What follows belongs to an exercise in optimizing a design on an open flow for small area, a short achievable clock period and few clock cycles; a production flow would make more cautious choices. The RTL was checked by simulation tests, not by an equivalence proof against the original design.

==> flow/design.v <==
module i2b_lutgen (
    input  wire        clk,
    input  wire        rst,         
    input  wire        start,       
    input  wire [15:0] amount,      
    output reg         busy,
    output reg         out_valid,
    output reg  [7:0]  out_idx,
    output reg  [7:0]  out_val
);
    reg         s1, s2, s3, div, fix, wa, wb;
    reg  [2:0]  cnt;       
    reg  [23:0] R;         
    reg  [7:0]  F;         
    reg  [23:0] Z;         
    reg  [23:0] Y;         
    reg  [7:0]  qk;        
    reg         nzr;       
    reg         sat;       
    reg         big;       
    reg         dsg;       
    wire        idle = ~(s1 | s2 | s3 | div | fix | wa | wb);
    wire        go   = idle & start & ~busy;
    wire        opy = s1 | wa;
    wire [24:0] X   = div ? {R, F[6]} : {1'b0, R};
    wire [25:0] sum = {1'b0, X} + (opy ? {2'b00, Y} : {2'b11, Z}) + {25'd0, s2 & ~dsg};
    wire        cy  = ~sum[25];
    wire        take = wa | ((div | wb) & cy);
    wire [7:0]  Fx  = div ? {1'b0, F[5:0], 1'b0} : F;
    wire [7:0]  Q   = fix ? {{7{~dsg}}, 1'b1} : wb ? qk : 8'd0;
    wire [8:0]  Fa  = {Fx[7], Fx} + {Q[7], Q};
    wire [8:0]  Fb  = {Fx[7], Fx} + {Q[7], Q} + 9'd1;
    wire [8:0]  Fs  = cy ? Fb : Fa;                   
    wire        ovf = ~Fs[8] & Fs[7];
    wire signed [15:0] a = R[15:0];
    wire        big_n = (a >= 16'sd255) && (a <= 16'sd263);
    wire [16:0] g     = sum[16:0] ^ {17{dsg}};
    wire [7:0]  idx_n = ~out_idx + {7'd0, wb};
    wire        pos   = wb ^ dsg;
    wire        S     = sat | big;
    wire        nz    = wa ? |R : nzr;
    wire [7:0]  vpos  = {~F[7], F[6:0]};
    wire [7:0]  vneg  = (~F + {7'd0, ~nz}) ^ 8'h80;
    wire [7:0]  val   = pos ? (S ? 8'd255 : vpos) : (S ? 8'd0 : vneg);
    wire        last  = wa & (out_idx == 8'd255);      
    always @(posedge clk) begin
        if (rst) begin
            s1 <= 1'b0; s2 <= 1'b0; s3 <= 1'b0; div <= 1'b0; fix <= 1'b0;
            wa <= 1'b0; wb <= 1'b0;
            busy <= 1'b0; out_valid <= 1'b0;
        end else begin
            s1        <= go;
            s2        <= s1;
            s3        <= s2;
            div       <= s3 | (div & (cnt != 3'd6));
            fix       <= div & (cnt == 3'd6);
            wa        <= fix | wb;
            wb        <= wa & ~last;
            busy      <= go | s1 | s2 | s3 | div | fix | wa | wb;
            out_valid <= go | wa | wb;
        end
    end
    always @(posedge clk) begin
        cnt     <= div ? cnt + 3'd1 : 3'd0;
        out_idx <= (wa | wb) ? idx_n : 8'd128;
        out_val <= (wa | wb) ? val : 8'd128;
        nzr     <= |R;
        R       <= idle ? {{8{amount[15]}}, amount}
                 : s2   ? {g[15:0], 8'h01}
                 : s3   ? {12'd0, Y[16:5]}
                 : take ? sum[23:0] : X[23:0];
        if (~wa) F <= s3 ? {1'b0, Y[4:0], 2'b10} : Fs[7:0];
        if (fix) sat <= 1'b0;
        else if (wb) sat <= sat | ovf;
        if (idle) begin
            Z   <= 24'hFFFEFC;            
            Y   <= 24'd33022;
            dsg <= ($signed(amount) > 16'sd259);
        end
        if (s1) begin
            Y   <= sum[23:0];             
            big <= big_n;
        end
        if (s2) Z <= {{7{~g[16]}}, ~g};
        if (s3) Z <= sum[23:0];           
        if (fix) begin
            Y  <= R;
            qk <= Fs[7:0];
        end
    end
endmodule
make LEC_CHECK=0 CAP_MARGIN=20 CORE_MARGIN=2 CORE_UTILIZATION=40 PLACE_DENSITY=0.6 SETUP_SLACK_MARGIN=5 SLEW_MARGIN=20 finish   # period 10.0 ns
run.sh (not shown) runs the stock make flow with config.mk's settings and CLKGATE_MAP_FILE= SYNTH_SCRIPT=/design/flow/synth_recipe.tcl, a recipe that flattens the netlist after the stock synthesis.
The starting point completed without violations.
Testbench counts at the start, summed over its fixed seeds: cycles 25,728.
Edit:
==> flow/flow/run.sh (new file) <==
#!/bin/bash
set -o pipefail
export SETUP_SLACK_MARGIN=7
bash standard.sh > standard.log 2>&1
==> flow/standard.sh (new file) <==
#!/bin/bash
# synth_recipe.tcl (not shown) runs the flow's synth.tcl, then flattens the netlist and writes it again
# the make line also repeats each setting of config.mk as NAME=value (left out here)
make -C /OpenROAD-flow-scripts/flow DESIGN_CONFIG=/design/flow/config.mk WORK_HOME=/design/flow/orfs CLKGATE_MAP_FILE= SYNTH_SCRIPT=/design/flow/synth_recipe.tcl "${@:-finish}"
- CORE_UTILIZATION: 40 -> 65
- PLACE_DENSITY: 0.6 -> 0.8
- SETUP_SLACK_MARGIN: 5 -> default
removed: flow/run.sh
This time the run aborted during 5_1_grt on DPL-0038.
Synthesized area stays the same.
Synthesized cell count does not change.

## port drivers added, routing unchanged
Ports are ideal in the flow. The routed layout listed here was re-timed in OpenROAD. Step 1: set_driving_cell puts a clkbuf_16 on clk and a buf_2 on each other input, an assumption about the parent block. Step 2 moves the port delays by t, midway between the first and last clock arrival at a register: inputs arrive t later, outputs are due t later. That takes back most of the time a late clock gives input paths. Three values: ideal, step 1, step 2; two values: the first two.
run: the first run
t, ns: 0.468
slack for setup (ns): 5.195 / 5.195 / 5.195
worst setup path after step 2: register to register
worst register clock-pin slew, ns: 0.06 / 0.06
pins driven straight from the clock port: 1
After both steps the first run still meets setup and hold. For the first run, drivers alone change the setup slack by 0.000 ns; drivers and shift together by 0.000 ns.
